From an optimization exercise on the open Yosys and OpenROAD flow, aimed at small area, a short achievable clock period and few clock cycles; shortcuts taken in it are not production practice.
In this exercise RTL edits were held to simulation tests only and were not proved equivalent to the original.
No activity file was given, so power comes from the tool's default toggle rates.

$ cat config.mk
export PLATFORM = sky130hd
export DESIGN_NAME = gcr_sector_reader
export DESIGN_NICKNAME = gcr_sector_reader
export VERILOG_FILES = /design/flow/design.v
export SDC_FILE = /design/flow/constraint.sdc
export NUM_CORES = 4
export LEC_CHECK = 0
export CAP_MARGIN = 20
export CORE_MARGIN = 2
export CORE_UTILIZATION = 40
export SLEW_MARGIN = 20
$ cat constraint.sdc
create_clock -name core_clock -period 10.0 [get_ports {clk}]
set_input_delay 2.0000 -clock core_clock [delete_from_list [all_inputs] [get_ports {clk}]]
set_output_delay 2.0000 -clock core_clock [all_outputs]
set_load 0.01 [all_outputs]
$ cat design.v
module gcr_dec5 (
    input  wire [4:0] cw,
    output reg  [3:0] nib,
    output reg        bad
);
    always @(*) begin
        bad = 1'b0;
        nib = 4'h0;
        case (cw)
            5'h0A: nib = 4'h0;
            5'h0B: nib = 4'h1;
            5'h12: nib = 4'h2;
            5'h13: nib = 4'h3;
            5'h0E: nib = 4'h4;
            5'h0F: nib = 4'h5;
            5'h16: nib = 4'h6;
            5'h17: nib = 4'h7;
            5'h09: nib = 4'h8;
            5'h19: nib = 4'h9;
            5'h1A: nib = 4'hA;
            5'h1B: nib = 4'hB;
            5'h0D: nib = 4'hC;
            5'h1D: nib = 4'hD;
            5'h1E: nib = 4'hE;
            5'h15: nib = 4'hF;
            default: bad = 1'b1;
        endcase
    end
endmodule
module gcr_sector_reader (
    input  wire       clk,
    input  wire       rst,
    input  wire       in_valid,
    output wire       in_ready,
    input  wire [7:0] in_data,
    input  wire       in_last,
    output reg        out_valid,
    output reg        out_hdr,
    output reg  [7:0] out_data,
    output reg  [1:0] out_bad,
    output reg        sec_valid,
    output reg  [9:0] sec_diag,
    output reg        trk_done,
    output reg  [1:0] trk_code
);
    localparam ST_SYNC = 2'd0;
    localparam ST_HDR  = 2'd1;
    localparam ST_DATA = 2'd2;
    localparam CODE_SYNC  = 2'd1;
    localparam CODE_SHORT = 2'd2;
    reg [7:0] sh;
    reg [3:0] nbits;
    reg       is_last;
    reg [1:0] state;
    reg       phase;       
    reg [3:0] ones;        
    reg [9:0] pair;        
    reg [3:0] pcnt;        
    reg [8:0] bytecnt;     
    reg [9:0] diag;        
    wire bit_go = (nbits != 4'd0);
    wire b      = sh[7];
    wire last_bit = bit_go && (nbits == 4'd1) && is_last;
    assign in_ready = (nbits == 4'd0) || ((nbits == 4'd1) && !is_last);
    wire take = in_valid && in_ready;
    wire [9:0] pair_n = {pair[8:0], b};
    wire [3:0] nib_hi, nib_lo;
    wire       bad_hi, bad_lo;
    gcr_dec5 u_dec_hi (.cw(pair_n[9:5]), .nib(nib_hi), .bad(bad_hi));
    gcr_dec5 u_dec_lo (.cw(pair_n[4:0]), .nib(nib_lo), .bad(bad_lo));
    wire [7:0] byte_val = bad_lo ? 8'hFF : {(bad_hi ? 4'hF : nib_hi), nib_lo};
    wire [9:0] diag_n   = diag + {9'd0, bad_hi} + {9'd0, bad_lo};
    reg [1:0] state_n;
    reg       phase_n;
    reg [3:0] ones_n;
    reg [9:0] pair_r;
    reg [3:0] pcnt_n;
    reg [8:0] bytecnt_n;
    reg [9:0] diag_r;
    reg       emit;
    reg       emit_hdr;
    reg       sec_end;
    always @(*) begin
        state_n   = state;
        phase_n   = phase;
        ones_n    = ones;
        pair_r    = pair;
        pcnt_n    = pcnt;
        bytecnt_n = bytecnt;
        diag_r    = diag;
        emit      = 1'b0;
        emit_hdr  = 1'b0;
        sec_end   = 1'b0;
        case (state)
            ST_SYNC: begin
                if (b) begin
                    ones_n = (ones == 4'd10) ? 4'd10 : ones + 4'd1;
                end else if (ones == 4'd10) begin
                    ones_n    = 4'd0;
                    state_n   = phase ? ST_DATA : ST_HDR;
                    pair_r    = 10'd0;
                    pcnt_n    = 4'd1;
                    bytecnt_n = 9'd0;
                end else begin
                    ones_n = 4'd0;
                end
            end
            default: begin  
                pair_r = pair_n;
                if (pcnt == 4'd9) begin
                    pcnt_n    = 4'd0;
                    bytecnt_n = bytecnt + 9'd1;
                    diag_r    = diag_n;
                    if (state == ST_HDR) begin
                        emit     = 1'b1;
                        emit_hdr = 1'b1;
                        if (bytecnt == 9'd7) begin
                            state_n = ST_SYNC;
                            phase_n = 1'b1;
                            ones_n  = 4'd0;
                        end
                    end else begin
                        emit = (bytecnt >= 9'd1) && (bytecnt <= 9'd256);
                        if (bytecnt == 9'd259) begin
                            sec_end = 1'b1;
                            state_n = ST_SYNC;
                            phase_n = 1'b0;
                            ones_n  = 4'd0;
                            diag_r  = 10'd0;
                        end
                    end
                end else begin
                    pcnt_n = pcnt + 4'd1;
                end
            end
        endcase
    end
    always @(posedge clk) begin
        if (rst) begin
            sh        <= 8'd0;
            nbits     <= 4'd0;
            is_last   <= 1'b0;
            state     <= ST_SYNC;
            phase     <= 1'b0;
            ones      <= 4'd0;
            pair      <= 10'd0;
            pcnt      <= 4'd0;
            bytecnt   <= 9'd0;
            diag      <= 10'd0;
            out_valid <= 1'b0;
            out_hdr   <= 1'b0;
            out_data  <= 8'd0;
            out_bad   <= 2'd0;
            sec_valid <= 1'b0;
            sec_diag  <= 10'd0;
            trk_done  <= 1'b0;
            trk_code  <= 2'd0;
        end else begin
            out_valid <= 1'b0;
            sec_valid <= 1'b0;
            trk_done  <= 1'b0;
            if (take) begin
                sh      <= in_data;
                nbits   <= 4'd8;
                is_last <= in_last;
            end else if (bit_go) begin
                sh    <= {sh[6:0], 1'b0};
                nbits <= nbits - 4'd1;
            end
            if (bit_go) begin
                if (emit) begin
                    out_valid <= 1'b1;
                    out_hdr   <= emit_hdr;
                    out_data  <= byte_val;
                    out_bad   <= {bad_hi, bad_lo};
                end
                if (sec_end) begin
                    sec_valid <= 1'b1;
                    sec_diag  <= diag_n;
                end
                if (last_bit) begin
                    trk_done <= 1'b1;
                    trk_code <= (state_n == ST_SYNC) ? CODE_SYNC : CODE_SHORT;
                    state    <= ST_SYNC;
                    phase    <= 1'b0;
                    ones     <= 4'd0;
                    pair     <= 10'd0;
                    pcnt     <= 4'd0;
                    bytecnt  <= 9'd0;
                    diag     <= 10'd0;
                end else begin
                    state    <= state_n;
                    phase    <= phase_n;
                    ones     <= ones_n;
                    pair     <= pair_r;
                    pcnt     <= pcnt_n;
                    bytecnt  <= bytecnt_n;
                    diag     <= diag_r;
                end
            end
        end
    end
endmodule
$ cat run.sh
#!/bin/bash
# synth_recipe.tcl (not shown) runs the flow's synth.tcl, then flattens the netlist and writes it again
# the make line also repeats each setting of config.mk as NAME=value (left out here)
make -C /OpenROAD-flow-scripts/flow DESIGN_CONFIG=/design/flow/config.mk WORK_HOME=/design/flow/orfs CLKGATE_MAP_FILE= SYNTH_SCRIPT=/design/flow/synth_recipe.tcl finish
==> results.cfg <==
[outcome]
status = finished clean

[timing]
tightest_slew_ns = 0.810
post-route-period-util = 0.430
slew_violations = 0
slew_headroom = 0.455
fin_ws_ns = 5.70
finalSetupViolations = 0
fmax_ghz = 0.233
finalHoldViolCount = 0
rsz0062_at_grt = no
skew_ns = 0.00798
period_minus_slack_ns = 4.30
fin_hold_ws_ns = 0.481
fin_setup_tns_ns = 0

[global_routing]
grt_usage = 0.191
grt_first_pass_wirelength_mm = 17.8
overflow = 0
grt_pass1_vias = 3601
antenna_found_initial = 0
grt_max_degree = 61

[worst_setup_path]
crit_path_top_delay_cell = a31oi_1
critical-path-top-delay-family = compound AO/OA/AOI/OAI gates
arrival_ns = 4.53
cp_num_buf_inv = 4
cp_cell_sequence = buf_2 -> buf_4 -> inv_1 -> o21ai_0 -> a31oi_1 -> inv_1 -> ha_1 -> a21boi_0 -> a211oi_1 -> o22ai_1
required_ns = 10.23
path_common_cell = inv_1
start_kind = input port
worstPathMaxFanout = 60
crit_type = in2reg
rr_startpoint = nbits[0]
slowest_delay_ns = 0.56
worst_setup_path_end_kind = flop
critPathLaunch = rst

[logic_synthesis]
synth_cell_types = 64
avgSynthCellArea_um2 = 8.35
synth_edf_count = 0
async_flop_share = 0
syn_area_um2 = 4420
ys_ff_latch = 83
yosysSeqAreaShare = 0.376
syn-num-nets = 564
synth_common_cells = dfxtp_1 (83), nor2_1 (57), nand2_1 (51)
yosysMostFrequentCell = dfxtp_1
ys.warnings.count = 2
yosysTopAreaCell = dfxtp_1
synth_cells = 529
synth_flop_cell = dfxtp_1
synth_top_area_frac = 0.376
synthTopCellsByArea = dfxtp_1 (38%), ha_1 (6.2%), nor2_1 (4.8%)

[flow_run]
maxCapViolCount = 0

[cts]
cts_hold_buf = 0
post-cts-setup-buffers = 0
numClockSinks = 83
clkLatencyLatePin_ns = 0.36
cts_tree = yes
ctsResizeCount = 0
cts_root_buf = clkbuf_8
htree_levels = 3
cts_max_path_buffers = 2
clk_pin_slew_worst_paths_ns = 0.09
cts_made_buffers = 9

[pwr]
netSwitchingPower_mw = 0.263
power_mw = 0.800
internal_power_mw = 0.537
peakVddDrop_mv = 0.177
combPwrFrac = 0.222
seqPwrFrac = 0.464
power.leakage_nw = 1.74
powerDensity_nw_per_um2 = 157
power_frac_clock = 0.314
swShare = 0.329

[detailed_routing]
drtAntennaViolNets = 0
drt-vias-per-instance = 5.50
wl_per_cell_um = 15.1
routed_wl_mm = 10.6
drc_errors = 0
first_pass_iters = 4
drt_iter0_drc = 189
vias = 3840

[placement]
dpl.hpwl_mm = 7.61
place.gp.congestion = 0.835
placed_cells = 682
place_ws_ns = 5.40
port-buffer-count = 38

[cells_and_area]
n_fill_cell = 1083
final_cells = 698
syn_to_final_growth_pct = 15.0
drive_gt1_frac = 0.0609
antenna_cells = 0
nets = 588

[floorplan]
coreArea_um2 = 10800
fp-row-count = 38
ios = 39
initial_utilization = 0.409
die_w_um = 109
dieArea_um2 = 11900
die_h_um = 109

[worst_hold_path]
hold_start = sh[3]
worstHoldPathType = reg2reg
## cell type report
class / instances / area (um2) / area share
Multi-Input combinational cell: 391 / 2540 / 0.500
Clock buffer: 10 / 128 / 0.0251
Tap cell: 140 / 175 / 0.0345
Clock inverter: 6 / 72.6 / 0.0143
Sequential cell: 83 / 1660 / 0.327
Timing Repair Buffer: 42 / 405 / 0.0798
Inverter: 26 / 97.6 / 0.0192
## worst reg2reg max path: stages, from the launching register on
cell and delay, ns:
dfxtp_1 0.34, inv_1 0.09, ha_1 0.36, nor3b_1 0.58
buf_4 0.28, nand2_1 0.08, a31oi_1 0.54, inv_1 0.22
ha_1 0.24, a21boi_0 0.12, a211oi_1 0.28, o22ai_1 0.12
## layer usage
layer,part of all wire,global-route usage,vias up
li1,-,-,1957
met1,0.47,0.252,1796
met2,0.47,0.305,71
met3,0.038,0.0418,16
met4,0.023,0.0696,0
met5,0,0,-
## per-stage QoR
step	instance area (um2)	utilization
6_report	5080	0.471
3_3_place_gp	4870	0.451
4_1_cts	5070	0.470
5_1_grt	5080	0.471
3_5_place_dp	4870	0.451
2_1_floorplan	4420	-
## power by group through the flow
| stage | clock network (mW) | logic [mW] | registers, mW |
|---|---|---|---|
| 2_1_floorplan | 0 | 0.137 | 0.371 |
| 3_3_place_gp | 0 | 0.176 | 0.378 |
| 3_5_place_dp | 0 | 0.179 | 0.379 |
| 4_1_cts | 0.259 | 0.179 | 0.371 |
| 5_1_grt | 0.277 | 0.202 | 0.375 |
| 6_report | 0.251 | 0.178 | 0.371 |
## registers in the layout, summed over array words and instances, names as in the netlist, 8 cells and up
| register | flops |
|---|---|
| diag | 10 |
| pair | 9 |
| out_data | 8 |
| bytecnt | 9 |
| sh | 8 |
| sec_diag | 10 |
## cell usage in the layout, fill, tap and decap left out, types with 4 or more instances in the layout
| master | Yosys | routed |
|---|---|---|
| nor2b_1 | 5 | 5 |
| o21ai_0 | 19 | 19 |
| nand3_1 | 17 | 17 |
| mux2i_1 | 10 | 10 |
| a211oi_1 | 19 | 19 |
| and2_1 | 6 | 6 |
| clkdlybuf4s50_1 | 0 | 37 |
| clkbuf_8 | 0 | 9 |
| xnor2_1 | 10 | 10 |
| dfxtp_1 | 83 | 83 |
| inv_1 | 26 | 26 |
| ha_1 | 22 | 22 |
| xor2_1 | 4 | 4 |
| nand2b_1 | 7 | 7 |
| nor3b_1 | 4 | 4 |
| buf_4 | 1 | 4 |
| o21a_1 | 4 | 4 |
| a21boi_0 | 4 | 4 |
| nor3_1 | 12 | 12 |
| a311oi_1 | 9 | 9 |
| nor2_1 | 57 | 57 |
| or3_1 | 8 | 8 |
| a22oi_1 | 9 | 9 |
| nand2_1 | 51 | 51 |
| a31oi_1 | 11 | 11 |
| a21oi_1 | 36 | 36 |
## cells by family (layout without fill, tap and decap cells)
kind of cell / count (synthesis) / after routing / share of synthesized area
AOI/OAI and AO/OA: 146 / 146 / 0.226
xor gates and xnor gates: 14 / 14 / 0.0278
adders and majority gates: 23 / 23 / 0.0669
buffers and inverters: 55 / 84 / 0.0530
DFF: 83 / 83 / 0.376
muxes: 13 / 13 / 0.0303
and+or+nand+nor: 195 / 195 / 0.220
## worst paths after layout
kind | end | slack, ns | depth (start not counted)
worst max-delay path | nib_hi[0] | 5.70 | 10
worst min-delay path | sh[4] | 0.48 | 2
worst max register to register | nib_hi[0] | 6.63 | 11
worst min register to register | sh[4] | 0.48 | 2
Testbench counts, summed over its fixed seeds: cycles 355,648.

## what the ideal ports hide
The flow's constraints put no driver on any port. The routed layout listed below was extracted and timed again, unchanged, in two steps. Step 1, drivers: a clkbuf_16 drives clk and a buf_2 each remaining input, both assumed. Step 2 moves the port delays by t, midway between the first and last clock arrival at a register: inputs arrive t later, outputs are due t later. That takes back most of the time a late clock gives input paths. Three values: ideal, step 1, step 2; two values: the first two.
t, ns: 0.388
slack for setup (ns): 5.701 / 5.689 / 5.329
clock arrival spread, ns: 0.008 / 0.008
pins driven straight from the clock port: 1
After both steps setup and hold are still met in this run. For this run, drivers alone change the setup slack by -0.012 ns; drivers and shift together by -0.372 ns.
